This design comes from an exercise in tuning for small area, a short achievable clock period and few clock cycles on the open sky130 flow, not from production work.
Only simulation tests tie the RTL to the original design; equivalence was not proved.

File: flow/run.sh
#!/bin/bash
# synth_recipe.tcl (not shown) runs the flow's synth.tcl, then flattens the netlist and writes it again
# the make line also repeats each setting of config.mk as NAME=value (left out here)
make -C /OpenROAD-flow-scripts/flow DESIGN_CONFIG=/design/flow/config.mk WORK_HOME=/design/flow/orfs CLKGATE_MAP_FILE= SYNTH_SCRIPT=/design/flow/synth_recipe.tcl finish
File: flow/config.mk
export PLATFORM = sky130hd
export DESIGN_NAME = lemon_xfer
export DESIGN_NICKNAME = lemon_xfer
export VERILOG_FILES = /design/flow/design.v
export SDC_FILE = /design/flow/constraint.sdc
export NUM_CORES = 4
export LEC_CHECK = 0
export CAP_MARGIN = 20
export CORE_MARGIN = 2
export CORE_UTILIZATION = 40
export SLEW_MARGIN = 20
File: flow/constraint.sdc
create_clock -name core_clock -period 17.5 [get_ports {clk}]
set_input_delay 3.5000 -clock core_clock [delete_from_list [all_inputs] [get_ports {clk}]]
set_output_delay 3.5000 -clock core_clock [all_outputs]
set_load 0.01 [all_outputs]
File: flow/design.v
module lemon_xfer (
    input  wire        clk,
    input  wire        rst,
    input  wire        start,
    input  wire [31:0] cfg_in_addr,
    input  wire [31:0] cfg_out_addr,
    input  wire [15:0] cfg_in_width,
    input  wire [15:0] cfg_out_width,
    input  wire [15:0] cfg_out_height,
    input  wire [2:0]  cfg_in_fmt,
    input  wire [2:0]  cfg_out_fmt,
    input  wire [1:0]  cfg_scaling,
    input  wire        cfg_flip,
    input  wire        cfg_in_linear,
    input  wire        cfg_dont_swizzle,
    output wire        busy,
    output wire        done,
    output wire        error,
    output reg         mem_req,
    output reg         mem_we,
    output reg  [31:0] mem_addr,
    output reg  [31:0] mem_wdata,
    output reg  [3:0]  mem_be,
    input  wire        mem_ack,
    input  wire [31:0] mem_rdata
);
    localparam FMT_RGBA8  = 3'd0;
    localparam FMT_RGB8   = 3'd1;
    localparam FMT_RGB565 = 3'd2;
    localparam FMT_RGB5A1 = 3'd3;
    localparam FMT_RGBA4  = 3'd4;
    localparam S_IDLE  = 3'd0;
    localparam S_CHECK = 3'd1;
    localparam S_READ  = 3'd2;
    localparam S_WRITE = 3'd3;
    localparam S_DONE  = 3'd4;
    localparam S_ERR   = 3'd5;
    reg [2:0] state;
    reg [31:0] in_addr, out_addr;
    reg [15:0] in_width, out_width, out_height;
    reg [2:0]  in_fmt, out_fmt;
    reg [1:0]  scaling;
    reg        flip, in_linear, dont_swizzle;
    reg [15:0] x, y;
    reg [1:0]  k;
    reg [9:0]  acc_r, acc_g, acc_b, acc_a;
    assign busy  = (state == S_CHECK) || (state == S_READ) || (state == S_WRITE);
    assign done  = (state == S_DONE);
    assign error = (state == S_ERR);
    function [2:0] bpp_of(input [2:0] f);
        case (f)
            FMT_RGBA8: bpp_of = 3'd4;
            FMT_RGB8:  bpp_of = 3'd3;
            default:   bpp_of = 3'd2;
        endcase
    endfunction
    function [5:0] interleave(input [2:0] xi, input [2:0] yi);
        interleave = {yi[2], xi[2], yi[1], xi[1], yi[0], xi[0]};
    endfunction
    function [31:0] tiled_index(input [31:0] xi, input [31:0] yi, input [15:0] w);
        tiled_index = {26'd0, interleave(xi[2:0], yi[2:0])}
                    + ({xi[31:3], 3'b000} << 3)
                    + {yi[31:3], 3'b000} * {16'd0, w};
    endfunction
    function [31:0] linear_index(input [31:0] xi, input [31:0] yi, input [15:0] w);
        linear_index = xi + yi * {16'd0, w};
    endfunction
    wire        hs = (scaling == 2'd1) || (scaling == 2'd2);
    wire        vs = (scaling == 2'd2);
    wire [15:0] ow = hs ? {1'b0, out_width[15:1]}  : out_width;
    wire [15:0] oh = vs ? {1'b0, out_height[15:1]} : out_height;
    wire [2:0]  bpp_in  = bpp_of(in_fmt);
    wire [2:0]  bpp_out = bpp_of(out_fmt);
    wire [1:0]  last_k  = (scaling == 2'd0) ? 2'd0 : (scaling == 2'd1) ? 2'd1 : 2'd3;
    wire        src_tiled = !in_linear;
    wire        dst_tiled = in_linear ^ dont_swizzle;
    wire cfg_bad = (cfg_scaling == 2'd3)
                || (cfg_in_linear && cfg_scaling != 2'd0)
                || (cfg_in_fmt  > FMT_RGBA4)
                || (cfg_out_fmt > FMT_RGBA4);
    reg  bad;
    wire [31:0] ix = hs ? {15'd0, x, 1'b0} : {16'd0, x};
    wire [31:0] iy = vs ? {15'd0, y, 1'b0} : {16'd0, y};
    wire [15:0] oy = flip ? (oh - y - 16'd1) : y;
    wire [31:0] src_index = src_tiled ? tiled_index(ix, iy, in_width)
                                      : linear_index(ix, iy, in_width);
    wire [31:0] dst_index = dst_tiled ? tiled_index({16'd0, x}, {16'd0, oy}, ow)
                                      : linear_index({16'd0, x}, {16'd0, oy}, ow);
    wire [31:0] src_addr = in_addr  + src_index * bpp_in + k * bpp_in;
    wire [31:0] dst_addr = out_addr + dst_index * bpp_out;
    function [7:0] w5(input [4:0] v); w5 = {v, v[4:2]}; endfunction
    function [7:0] w6(input [5:0] v); w6 = {v, v[5:4]}; endfunction
    function [7:0] w4(input [3:0] v); w4 = {v, v};      endfunction
    reg [7:0] dec_r, dec_g, dec_b, dec_a;
    always @(*) begin
        case (in_fmt)
            FMT_RGBA8: begin
                dec_r = mem_rdata[31:24]; dec_g = mem_rdata[23:16];
                dec_b = mem_rdata[15:8];  dec_a = mem_rdata[7:0];
            end
            FMT_RGB8: begin
                dec_r = mem_rdata[23:16]; dec_g = mem_rdata[15:8];
                dec_b = mem_rdata[7:0];   dec_a = 8'hFF;
            end
            FMT_RGB565: begin
                dec_r = w5(mem_rdata[15:11]); dec_g = w6(mem_rdata[10:5]);
                dec_b = w5(mem_rdata[4:0]);   dec_a = 8'hFF;
            end
            FMT_RGB5A1: begin
                dec_r = w5(mem_rdata[15:11]); dec_g = w5(mem_rdata[10:6]);
                dec_b = w5(mem_rdata[5:1]);   dec_a = {8{mem_rdata[0]}};
            end
            FMT_RGBA4: begin
                dec_r = w4(mem_rdata[15:12]); dec_g = w4(mem_rdata[11:8]);
                dec_b = w4(mem_rdata[7:4]);   dec_a = w4(mem_rdata[3:0]);
            end
            default: begin
                dec_r = 8'd0; dec_g = 8'd0; dec_b = 8'd0; dec_a = 8'd0;
            end
        endcase
    end
    wire [9:0] avg_r = (scaling == 2'd0) ? acc_r : (scaling == 2'd1) ? (acc_r >> 1) : (acc_r >> 2);
    wire [9:0] avg_g = (scaling == 2'd0) ? acc_g : (scaling == 2'd1) ? (acc_g >> 1) : (acc_g >> 2);
    wire [9:0] avg_b = (scaling == 2'd0) ? acc_b : (scaling == 2'd1) ? (acc_b >> 1) : (acc_b >> 2);
    wire [9:0] avg_a = (scaling == 2'd0) ? acc_a : (scaling == 2'd1) ? (acc_a >> 1) : (acc_a >> 2);
    wire [7:0] cr = avg_r[7:0], cg = avg_g[7:0], cb = avg_b[7:0], ca = avg_a[7:0];
    reg [31:0] enc_data;
    reg [3:0]  enc_be;
    always @(*) begin
        case (out_fmt)
            FMT_RGBA8:  begin enc_data = {cr, cg, cb, ca};                                   enc_be = 4'b1111; end
            FMT_RGB8:   begin enc_data = {8'd0, cr, cg, cb};                                 enc_be = 4'b0111; end
            FMT_RGB565: begin enc_data = {16'd0, cr[7:3], cg[7:2], cb[7:3]};                 enc_be = 4'b0011; end
            FMT_RGB5A1: begin enc_data = {16'd0, cr[7:3], cg[7:3], cb[7:3], ca[7]};          enc_be = 4'b0011; end
            default:    begin enc_data = {16'd0, cr[7:4], cg[7:4], cb[7:4], ca[7:4]};        enc_be = 4'b0011; end
        endcase
    end
    always @(*) begin
        mem_req   = 1'b0;
        mem_we    = 1'b0;
        mem_addr  = src_addr;
        mem_wdata = enc_data;
        mem_be    = enc_be;
        if (state == S_READ) begin
            mem_req  = 1'b1;
        end else if (state == S_WRITE) begin
            mem_req  = 1'b1;
            mem_we   = 1'b1;
            mem_addr = dst_addr;
        end
    end
    wire last_x = (x == ow - 16'd1);
    wire last_y = (y == oh - 16'd1);
    always @(posedge clk) begin
        if (rst) begin
            state <= S_IDLE;
        end else begin
            case (state)
                S_IDLE, S_DONE, S_ERR: begin
                    if (start) begin
                        in_addr      <= cfg_in_addr;
                        out_addr     <= cfg_out_addr;
                        in_width     <= cfg_in_width;
                        out_width    <= cfg_out_width;
                        out_height   <= cfg_out_height;
                        in_fmt       <= cfg_in_fmt;
                        out_fmt      <= cfg_out_fmt;
                        scaling      <= cfg_scaling;
                        flip         <= cfg_flip;
                        in_linear    <= cfg_in_linear;
                        dont_swizzle <= cfg_dont_swizzle;
                        bad          <= cfg_bad;
                        state        <= S_CHECK;
                    end else begin
                        state <= S_IDLE;
                    end
                end
                S_CHECK: begin
                    x     <= 16'd0;
                    y     <= 16'd0;
                    k     <= 2'd0;
                    acc_r <= 10'd0;
                    acc_g <= 10'd0;
                    acc_b <= 10'd0;
                    acc_a <= 10'd0;
                    if (bad)
                        state <= S_ERR;
                    else if (ow == 16'd0 || oh == 16'd0)
                        state <= S_DONE;
                    else
                        state <= S_READ;
                end
                S_READ: begin
                    if (mem_ack) begin
                        acc_r <= acc_r + {2'd0, dec_r};
                        acc_g <= acc_g + {2'd0, dec_g};
                        acc_b <= acc_b + {2'd0, dec_b};
                        acc_a <= acc_a + {2'd0, dec_a};
                        if (k == last_k) begin
                            k     <= 2'd0;
                            state <= S_WRITE;
                        end else begin
                            k <= k + 2'd1;
                        end
                    end
                end
                S_WRITE: begin
                    if (mem_ack) begin
                        acc_r <= 10'd0;
                        acc_g <= 10'd0;
                        acc_b <= 10'd0;
                        acc_a <= 10'd0;
                        if (last_x) begin
                            x <= 16'd0;
                            if (last_y) begin
                                state <= S_DONE;
                            end else begin
                                y     <= y + 16'd1;
                                state <= S_READ;
                            end
                        end else begin
                            x     <= x + 16'd1;
                            state <= S_READ;
                        end
                    end
                end
                default: state <= S_IDLE;
            endcase
        end
    end
endmodule
==> run summary <==
==> final cells by class <==
class	count	share of cell area, %
Sequential cell	201	10.2
Inverter	1231	7.88
Tap cell	1742	3.72
Multi-Input combinational cell	4341	70.7
Timing Repair Buffer	367	5.73
Clock buffer	33	1.30
Clock inverter	23	0.425
==> sequential cells by signal (all words and copies together) (netlist names), 2 cells and up <==
register and flops:
out_fmt 3, in_addr 32, x 16, acc_b 10, in_width 16, out_width 16, state 3, scaling 2
y 16, out_height 16, acc_a 10, acc_g 10, out_addr 32, k 2, in_fmt 3, acc_r 10
==> Yosys cell counts (46+ instances only) <==
cell / n / share of area (%)
a21o_1: 109 / 1.6
a21oi_1: 269 / 2.6
and2_1: 176 / 2.1
and3_1: 46 / 0.55
clkbuf_1: 159 / 1.1
edfxtp_1: 198 / 11
fa_1: 842 / 32
ha_1: 557 / 13
inv_1: 1219 / 8.7
mux2i_1: 81 / 1.5
nand2_1: 579 / 4.2
nand2b_1: 63 / 0.75
nand3_1: 58 / 0.55
nor2_1: 444 / 3.2
nor2b_1: 72 / 0.86
nor3_1: 71 / 0.68
o21ai_0: 200 / 1.9
xnor2_1: 225 / 3.8
xor2_1: 88 / 1.5
==> logic make-up after synthesis <==
logic type,count (synthesis)
AOI/OAI and AO/OA,895
other,1
DFF,201
muxes,118
xor gates and xnor gates,315
adders and majority gates,1399
buffers and inverters,1412
and+or+nand+nor,1612
==> worst min-delay path: cells and delay by family, from the launching register on <==
family	cells	cell delay (ns)
flip-flops	1	0.38
AND/OR/NAND/NOR	2	0.20
==> through the flow <==
stage                     TNS, ns
after floorplan                 0
after global placement          0
after detailed placement        0
after CTS                       0
after global routing      -0.0304
final                           0
==> what timing repair did <==
item	4_1_cts	5_1_grt
setup buffers	2	15
endpoints found under the setup margin	8	11
cloned	0	0
gates resized for setup	17	88
pin swaps	2	24
endpoints found under the hold margin	0	0
==> metal layers <==
metal | routed length (um) | vias to the layer above | GRT usage, %
met5 | 20 | - | 0
met1 | 73900 | 20800 | 36.2
met4 | 3980 | 2 | 5.16
met3 | 13700 | 187 | 5.10
met2 | 70300 | 1443 | 37.3
li1 | - | 19400 | -
==> how the worst max path moves through the flow <==
stage                              start      endpoint  slack, ns  cells after the start
floorplan           scaling[0]$_DFFE_PP_  mem_addr[31]       0.54                     59
global placement    scaling[0]$_DFFE_PP_  mem_addr[31]       0.26                     62
detailed placement  scaling[0]$_DFFE_PP_  mem_addr[31]       0.11                     62
CTS                 scaling[1]$_DFFE_PP_  mem_addr[31]       0.08                     61
global route        scaling[1]$_DFFE_PP_  mem_addr[31]      -0.03                     62
finish              scaling[1]$_DFFE_PP_  mem_addr[31]       0.47                     63
==> cell usage in the layout (no fill, tap or decap), drive strengths merged, types with 138 or more instances in the layout <==
cell type,count
buf,138
clkdlybuf4s50,227
nor2,445
a21oi,270
ha,557
edfxtp,198
nand2,580
and2,176
o21ai,209
xnor2,225
inv,1224
fa,842
==> metrics.cfg <==
[outcome]
status=no timing/DRC/antenna violations

[sta]
setup_viol=0
setup_ws_ns=0.474
period_needed_ns=17.03
finalHoldViolCount=0
fin_crit_sh_pct=97.3
max_freq_mhz=58.7
slew_headroom_pct=12.4
timing.hold.ws_ns=0.627
tightest_slew_ns=1.28
finalClockSkew_ns=0.0326
slew_viol_final=0

[place]
dpl_cell_area_sq_um=57100
post-dp-hpwl_mm=137
dp.cells=7864
port_buffers=229
place.gp.congestion=0.941
dp_worst_setup_slack_ns=0.110

[logic_synthesis]
synth_cells=5953
synth_compound_area_share_pct=10.8
synth.avg_cell_area_sq_um=8.79
syn-cell-area_sq_um=52300
synthSimpleGateAreaFrac_pct=14.3
ys_seq_area_share_pct=11.5
synth_adder_area_share_pct=45.5
synth.distinct_cells=93
synth_top_family_by_area=adder cells
yosysWarningCount=1
synth_edf_count=198
yosys-mux-area-fraction_pct=2.45
synth_xor_area_share_pct=5.33
ys_seq_elements=201
synth_flop_cell=edfxtp_1
async_reset_ff_share_pct=0

[setup_path]
cpPeakStageDelay_ns=0.56
crit_arrival_ns=13.53
crit_slowest_cell=fa_2
endpoint_kind=output pin
required_ns=14.00
cp-start-kind=register
path_class=reg2out
cp_num_buf_inv=13
rr_worst_depth=16
path_common_cell=inv_1
critPathTopFamily=adder cells
r2r_slack_ns=11.76
r2r_end=y[7]$_SDFFCE_PN0P_
path_max_fanout=9
r2r_start=scaling[1]$_DFFE_PP_

[clock_network]
clock_latency_ns=0.67
holdBufCountCts=0
cts_buffer_depth=3
cts_tree=done
h-tree-depth=1
numCtsBuffers=30
path_clk_slew_ns=0.06
cts_sinks=201
root_buffer=clkbuf_16

[drt]
drt_wl_total_mm=162
dr.pass1.iters=6
drtIter0Drc=3419
via_per_inst=5.27
vias=41800
wl_per_cell_um=20.4
drc=0
ant_nets=0

[finish]
final_area_sq_um=58600
syn_to_final_growth_pct=12.0
diodes=0
stdcell_count=7938
nFillCells=12700
seq_area_sq_um=6010
final_util_pct=45.2
drive_gt1_share_pct=5.63
multi_input_area_sq_um=41400
layout.nets=7730

[global_routing]
overflow=0
grt_pass1_wl_mm=253
grt_max_degree=66
grt_usage_pct=24.6
grt_pass1_vias=42300
antenna_found_initial=3

[hold_path]
whs_endpoint=state[2]$_SDFFE_PP0P_
hold_path_class=reg2reg
min_path_cells=2
hold_start=state[0]$_SDFFE_PP0P_

[floorplanning]
die_h_um=366
start_util_pct=40.3
io_pins=232
row_count=132
die_w_um=366
die_area_sq_um=134000
core_sq_um=130000

[run]
drv_cap=0

Testbench counts, summed over its fixed seeds: cycles 146,348.

what the ideal ports hide:
The results above use ideal ports. As a check the final layout listed here was re-extracted and re-timed, cells and wires unchanged.
Step 1, drivers: a clkbuf_16 drives clk and a buf_2 each remaining input, both assumed.
Step 2, shift: input delay + t, output delay - t, t = (earliest + latest rising clock arrival at the registers) / 2. This alone moves slack from input paths to output paths.
Three values: no drivers, after step 1, after step 2; two values: the first two.
t, ns: 0.720
slack for setup (ns): 0.474 / 0.403 / 1.123
worst setup path at the end: register to output
After both steps this run still meets setup and hold. The setup slack of this run moves by -0.071 ns with the drivers and by +0.649 ns with both steps.
